This is an optimization exercise on Yosys and OpenROAD, whose aim is small area, not a production implementation.
The RTL was checked by simulation tests, not by an equivalence proof against the original design.
Power is estimated from default activity; no workload was simulated.

// jbc_cc
module jbc_cc (
    input  wire        clk,
    input  wire        rst,
    input  wire        ev_valid,
    input  wire [31:0] ev_word,
    output wire        ev_ready,
    output reg         ev_done,
    output wire        heater,
    output reg         adc_start,
    output reg         enc_wr,
    output wire [15:0] enc_wr_val,
    output wire [15:0] rd_data
);
For scale: roughly 1400 cells after synthesis, roughly 210 flip-flops, ~72 I/O pins, ~11000 sq um of cells after synthesis.
clock: 48.0 ns
lec_check: 0
abc_area: 1
cap_margin: 20
core_margin: 2
core_utilization: 65
cts_buf_list: sky130_fd_sc_hd__clkbuf_8
cts_cluster_diameter: 60
cts_cluster_size: 14
gpl_timing_driven: 0
slew_margin: 20
standard.sh (not shown) runs the stock make flow with config.mk's settings and CLKGATE_MAP_FILE= SYNTH_SCRIPT=/design/flow/synth_recipe.tcl, a recipe that flattens the netlist after the stock synthesis.
==> flow/flow/run.sh <==
#!/bin/bash
# Own layout flow: the standard ORFS flow (standard.sh) with these changes:
#  - synthesis uses flow/my_synth.tcl, which is synth_recipe.tcl with the ABC
#    mapping script replaced by flow/area.abc (area-oriented mapping, no ABC
#    buffering or upsizing); registers and their names are unchanged;
#  - flow/extra.mk is appended to the standard flow's config.mk: port buffers are
#    sky130_fd_sc_hd__buf_1 (every port still gets one), and the CTS and
#    buffer-removal options listed there.
# All tool output goes to flow.log in this folder (ORFS also keeps per-step
# logs under orfs/logs).
set -euo pipefail
here=$(pwd)
cp config.mk own_config.mk
cat flow/extra.mk >> own_config.mk
sed -e "s#SYNTH_SCRIPT=[^ ]*#SYNTH_SCRIPT=$here/flow/my_synth.tcl#" \
    -e "s#DESIGN_CONFIG=[^ ]*#DESIGN_CONFIG=$here/own_config.mk#" standard.sh > own_standard.sh
export MY_ABC_SCRIPT=$here/flow/area.abc
bash own_standard.sh finish > flow.log 2>&1
test -f out/final.def
==> flow/flow/area.abc <==
strash
ifraig
scorr
dc2
strash
dch -f
amap
strash
dch -f
amap
topo
dnsize -c
==> flow/flow/extra.mk <==
export BUFFER_PORTS_ARGS = -buffer_cell sky130_fd_sc_hd__buf_1
export REMOVE_ABC_BUFFERS = 1
export CTS_ARGS = -sink_clustering_enable -repair_clock_nets -dont_use_dummy_load -buf_list sky130_fd_sc_hd__clkbuf_8 -sink_clustering_size 14 -sink_clustering_max_diameter 60
==> flow/flow/my_synth.tcl <==
proc synth {args} { yosys synth -nofsm -noshare {*}$args }
proc abc {args} {
  set i [lsearch -exact $args -script]
  if { $i >= 0 && [info exists ::env(MY_ABC_SCRIPT)] } {
    set args [lreplace $args [expr {$i+1}] [expr {$i+1}] $::env(MY_ABC_SCRIPT)]
  }
  yosys abc {*}$args
}
source $::env(SCRIPTS_DIR)/synth.tcl
# left out here: clear keep_hierarchy, flatten, clean up, hide names made inside functions, write 1_2_yosys.v
==> next run, changes <==
Settings changed: CORE_UTILIZATION 65 to 75.
Total power rose by 1.8%.
Hold slack is about the same.
Setup slack degrades by 0.054 ns.
Routed wire length rose by 1.8%.
Sequential power is about the same.
Sequential share of layout area rose by 0.18 points.
Clock skew fell by 0.0069 ns.
Via count rose by 4.5%.
==> next run, changes <==
==> flow/flow/extra.mk (replaced) <==
export BUFFER_PORTS_ARGS = -buffer_cell sky130_fd_sc_hd__buf_1
export REMOVE_ABC_BUFFERS = 1
export CTS_ARGS = -sink_clustering_enable -repair_clock_nets -dont_use_dummy_load -buf_list sky130_fd_sc_hd__clkbuf_16 -sink_clustering_size 24 -sink_clustering_max_diameter 100
Settings changed: CORE_UTILIZATION 75 to 65, CTS_BUF_LIST sky130_fd_sc_hd__clkbuf_8 to sky130_fd_sc_hd__clkbuf_16, CTS_CLUSTER_DIAMETER 60 to 100, CTS_CLUSTER_SIZE 14 to 24.
The changed run ran to the end with no violations.
Die area came out higher by 15%.
Final area came out higher by 0.93%.
Wire length came out lower by 1.9%.
Setup slack gets worse by 0.024 ns.
Hold slack barely changes.
Sequential power hardly moves.
Power barely changes.
Non-clock buffer count came out higher by 1.
Synthesized area stays the same.
Sequential cell count stays the same.
Global-route usage came out lower by 6.3 points.
==> next run, changes <==
==> flow/flow/extra.mk (replaced) <==
export BUFFER_PORTS_ARGS = -buffer_cell sky130_fd_sc_hd__buf_1
export REMOVE_ABC_BUFFERS = 1
export CTS_ARGS = -sink_clustering_enable -repair_clock_nets -dont_use_dummy_load -buf_list sky130_fd_sc_hd__clkbuf_8 -sink_clustering_size 14 -sink_clustering_max_diameter 60
Settings changed: CORE_UTILIZATION 65 to 50, CTS_BUF_LIST sky130_fd_sc_hd__clkbuf_16 to sky130_fd_sc_hd__clkbuf_8, CTS_CLUSTER_DIAMETER 100 to 60, CTS_CLUSTER_SIZE 24 to 14.
Outcome:
- wire length rose by a little under a tenth
- cell area rose slightly
- worst hold slack degrades by 0.018 ns
- count of clock-buffer cells in the layout rose by 9
- critical path depth fell by 1


Another version of the RTL of jbc_cc (not shown whole).
Size in the first run: about 1800 cells after synthesis, about 13000 um2 of cells after synthesis.
make LEC_CHECK=0 ABC_AREA=1 CAP_MARGIN=20 CORE_MARGIN=2 CORE_UTILIZATION=50 CTS_BUF_LIST=sky130_fd_sc_hd__clkbuf_8 CTS_CLUSTER_DIAMETER=60 CTS_CLUSTER_SIZE=14 SLEW_MARGIN=20 finish   # period 48.0 ns
run.sh (not shown) runs the stock make flow with config.mk's settings and CLKGATE_MAP_FILE= SYNTH_SCRIPT=/design/flow/synth_recipe.tcl, a recipe that flattens the netlist after the stock synthesis.
Stock flow here: none of the scripts above is used.
The first run went through all stages and came out clean.
Change:
==> flow/flow/run.sh (new file) <==
#!/bin/bash
# Own layout flow: the standard ORFS flow (standard.sh) with two changes:
#  - synthesis uses flow/my_synth.tcl, which is synth_recipe.tcl with the ABC
#    mapping script replaced by flow/area.abc (area-oriented mapping without
#    ABC's buffering and upsizing); registers and their names are unchanged;
#  - port buffering uses sky130_fd_sc_hd__buf_1 cells (every port still gets
#    a buffer).
# Every tool's output goes to flow.log in this folder (ORFS also keeps its
# per-step logs under orfs/logs).
set -euo pipefail
here=$(pwd)
cp config.mk own_config.mk
echo 'export BUFFER_PORTS_ARGS = -buffer_cell sky130_fd_sc_hd__buf_1' >> own_config.mk
sed -e "s#SYNTH_SCRIPT=[^ ]*#SYNTH_SCRIPT=$here/flow/my_synth.tcl#" \
    -e "s#DESIGN_CONFIG=[^ ]*#DESIGN_CONFIG=$here/own_config.mk#" standard.sh > own_standard.sh
export MY_ABC_SCRIPT=$here/flow/area.abc
bash own_standard.sh finish > flow.log 2>&1
test -f out/final.def
==> flow/flow/area.abc (new file) <==
strash
ifraig
scorr
dc2
strash
dch -f
map -a
topo
dnsize -c
==> flow/flow/my_synth.tcl (new file) <==
proc synth {args} { yosys synth -nofsm -noshare {*}$args }
proc abc {args} {
  set i [lsearch -exact $args -script]
  if { $i >= 0 && [info exists ::env(MY_ABC_SCRIPT)] } {
    set args [lreplace $args [expr {$i+1}] [expr {$i+1}] $::env(MY_ABC_SCRIPT)]
  }
  yosys abc {*}$args
}
source $::env(SCRIPTS_DIR)/synth.tcl
# left out here: clear keep_hierarchy, flatten, clean up, hide names made inside functions, write 1_2_yosys.v
==> flow/standard.sh (new file) <==
#!/bin/bash
# synth_recipe.tcl (not shown) runs the flow's synth.tcl, then flattens the netlist and writes it again
# the make line also repeats each setting of config.mk as NAME=value (left out here)
make -C /OpenROAD-flow-scripts/flow DESIGN_CONFIG=/design/flow/config.mk WORK_HOME=/design/flow/orfs CLKGATE_MAP_FILE= SYNTH_SCRIPT=/design/flow/synth_recipe.tcl "${@:-finish}"
- CORE_UTILIZATION: 50 -> 40
- CTS_BUF_LIST: sky130_fd_sc_hd__clkbuf_8 -> not set
- CTS_CLUSTER_DIAMETER: 60 -> not set
- CTS_CLUSTER_SIZE: 14 -> not set
removed: flow/run.sh
What happened: Cell area decreases by 3.6%. Sequential power came out higher by 38%. Critical path depth is lower by 2. Total power grows by 140%. Combinational power climbs to 18 times its value. Via count is lower by 6.3%. Die area grows by 17%. Clock power climbs by 35%. Sequential share of layout area rises by 1.2 points.


Setup of oak:
Another version of the RTL of jbc_cc (not shown whole).
Size: about 1400 cells after synthesis, ~210 flip-flops, roughly 12000 um^2 of cells after synthesis.
## jbc_cc
module jbc_cc (
    input  wire        clk,
    input  wire        rst,
    input  wire        ev_valid,
    input  wire [31:0] ev_word,
    output wire        ev_ready,
    output reg         ev_done,
    output wire        heater,
    output reg         adc_start,
    output reg         enc_wr,
    output wire [15:0] enc_wr_val,
    output wire [15:0] rd_data
);
==> flow/config.mk <==
export PLATFORM = sky130hd
export DESIGN_NAME = jbc_cc
export DESIGN_NICKNAME = jbc_cc
export VERILOG_FILES = /design/flow/design.v
export SDC_FILE = /design/flow/constraint.sdc
export NUM_CORES = 4
export LEC_CHECK = 0
export ABC_AREA = 1
export CAP_MARGIN = 20
export CORE_MARGIN = 2
export CORE_UTILIZATION = 50
export CTS_BUF_LIST = sky130_fd_sc_hd__clkbuf_8
export CTS_CLUSTER_DIAMETER = 60
export CTS_CLUSTER_SIZE = 14
export GPL_TIMING_DRIVEN = 0
export SLEW_MARGIN = 20
==> flow/constraint.sdc <==
create_clock -name core_clock -period 48.0 [get_ports {clk}]
set_input_delay 9.6000 -clock core_clock [delete_from_list [all_inputs] [get_ports {clk}]]
set_output_delay 9.6000 -clock core_clock [all_outputs]
set_load 0.01 [all_outputs]
standard.sh (not shown) runs the stock make flow with config.mk's settings and CLKGATE_MAP_FILE= SYNTH_SCRIPT=/design/flow/synth_recipe.tcl, a recipe that flattens the netlist after the stock synthesis.
==> flow/flow/run.sh <==
#!/bin/bash
# Own layout flow: the standard ORFS flow (standard.sh) with these changes:
#  - synthesis uses flow/my_synth.tcl, which is synth_recipe.tcl with the ABC
#    mapping script replaced by flow/area.abc (area-oriented mapping, no ABC
#    buffering or upsizing); registers and their names are unchanged;
#  - flow/extra.mk is appended to the standard flow's config.mk: port buffers are
#    sky130_fd_sc_hd__buf_1 (every port still gets one), and the CTS and
#    buffer-removal options listed there.
# All tool output goes to flow.log in this folder (ORFS also keeps per-step
# logs under orfs/logs).
set -euo pipefail
here=$(pwd)
cp config.mk own_config.mk
cat flow/extra.mk >> own_config.mk
sed -e "s#SYNTH_SCRIPT=[^ ]*#SYNTH_SCRIPT=$here/flow/my_synth.tcl#" \
    -e "s#DESIGN_CONFIG=[^ ]*#DESIGN_CONFIG=$here/own_config.mk#" standard.sh > own_standard.sh
export MY_ABC_SCRIPT=$here/flow/area.abc
bash own_standard.sh finish > flow.log 2>&1
test -f out/final.def
==> flow/flow/area.abc <==
strash
ifraig
scorr
dc2
strash
dch -f
amap
strash
dch -f
amap
topo
dnsize -c
==> flow/flow/extra.mk <==
export BUFFER_PORTS_ARGS = -buffer_cell sky130_fd_sc_hd__buf_1
export REMOVE_ABC_BUFFERS = 1
export CTS_ARGS = -sink_clustering_enable -repair_clock_nets -dont_use_dummy_load -buf_list sky130_fd_sc_hd__clkbuf_8 -sink_clustering_size 14 -sink_clustering_max_diameter 60
==> flow/flow/my_synth.tcl <==
proc synth {args} { yosys synth -nofsm -noshare {*}$args }
proc abc {args} {
  set i [lsearch -exact $args -script]
  if { $i >= 0 && [info exists ::env(MY_ABC_SCRIPT)] } {
    set args [lreplace $args [expr {$i+1}] [expr {$i+1}] $::env(MY_ABC_SCRIPT)]
  }
  yosys abc {*}$args
}
source $::env(SCRIPTS_DIR)/synth.tcl
# left out here: clear keep_hierarchy, flatten, clean up, hide names made inside functions, write 1_2_yosys.v
oak ended with every stage complete and zero timing, DRC or antenna violations.
The inputs of pine differ from those of oak as listed below.
Settings: clearing GPL_TIMING_DRIVEN, which used to be 0.
==> flow/flow/run.sh <==
#!/bin/bash
# Own layout flow: the standard ORFS flow (standard.sh) with two changes:
#  - synthesis uses flow/my_synth.tcl, which is synth_recipe.tcl with the ABC
#    mapping script replaced by flow/area.abc (area-oriented mapping without
#    ABC's buffering and upsizing); registers and their names are unchanged;
#  - port buffering uses sky130_fd_sc_hd__buf_1 cells (every port still gets
#    a buffer).
# Every tool's output goes to flow.log in this folder (ORFS also keeps its
# per-step logs under orfs/logs).
set -euo pipefail
here=$(pwd)
cp config.mk own_config.mk
echo 'export BUFFER_PORTS_ARGS = -buffer_cell sky130_fd_sc_hd__buf_1' >> own_config.mk
sed -e "s#SYNTH_SCRIPT=[^ ]*#SYNTH_SCRIPT=$here/flow/my_synth.tcl#" \
    -e "s#DESIGN_CONFIG=[^ ]*#DESIGN_CONFIG=$here/own_config.mk#" standard.sh > own_standard.sh
export MY_ABC_SCRIPT=$here/flow/area.abc
bash own_standard.sh finish > flow.log 2>&1
test -f out/final.def
removed: flow/flow/extra.mk
Results
Reported for pine and oak, total of cells resized after clock tree synthesis turned out identical to the last digit.
Largest clock skew in the final design was lower in the run labelled pine.
Between pine and oak, share of cell area taken by multi-input logic gates is lower for pine, oak comes in above that.
Comparing pine and oak, the lower part of the power in combinational logic was measured on pine.

## static timing again, ports no longer ideal
The flow's constraints put no driver on any port. The routed layouts listed below were extracted and timed again, unchanged, in two steps. Step 1, drivers: a clkbuf_16 drives clk and a buf_2 each remaining input, both assumed. Step 2, shift: input delay + t, output delay - t, t = (earliest + latest rising clock arrival at the registers) / 2. This alone moves slack from input paths to output paths. Three values: ideal, step 1, step 2; two values: the first two.
run	t (ns)	setup slack, ns	worst setup path after step 2	worst register clock-pin slew, ns	cell pins on the clock port's net
the first run of note 1	0.558	28.191 / 28.213 / 27.655	input to register	0.10 / 0.10	1
the second run of note 1	0.554	28.137 / 28.143 / 27.589	input to register	0.10 / 0.10	1
the third run of note 1	0.512	28.112 / 28.142 / 27.630	input to register	0.10 / 0.10	1
the fourth run of note 1	0.582	28.115 / 28.140 / 27.558	input to register	0.10 / 0.10	1
the first run of note 2	0.609	28.538 / 28.557 / 27.948	input to register	0.10 / 0.10	1
the second run of note 2	0.574	28.601 / 28.626 / 28.052	input to register	0.06 / 0.06	1
oak	0.590	28.103 / 28.128 / 27.538	input to register	0.10 / 0.10	1
pine	0.605	28.609 / 28.629 / 28.024	input to register	0.10 / 0.10	1
After both steps every run listed still meets setup and hold. The setup slack of the first run of note 2, which loses most, moves by +0.019 ns with the drivers and by -0.590 ns with both steps.
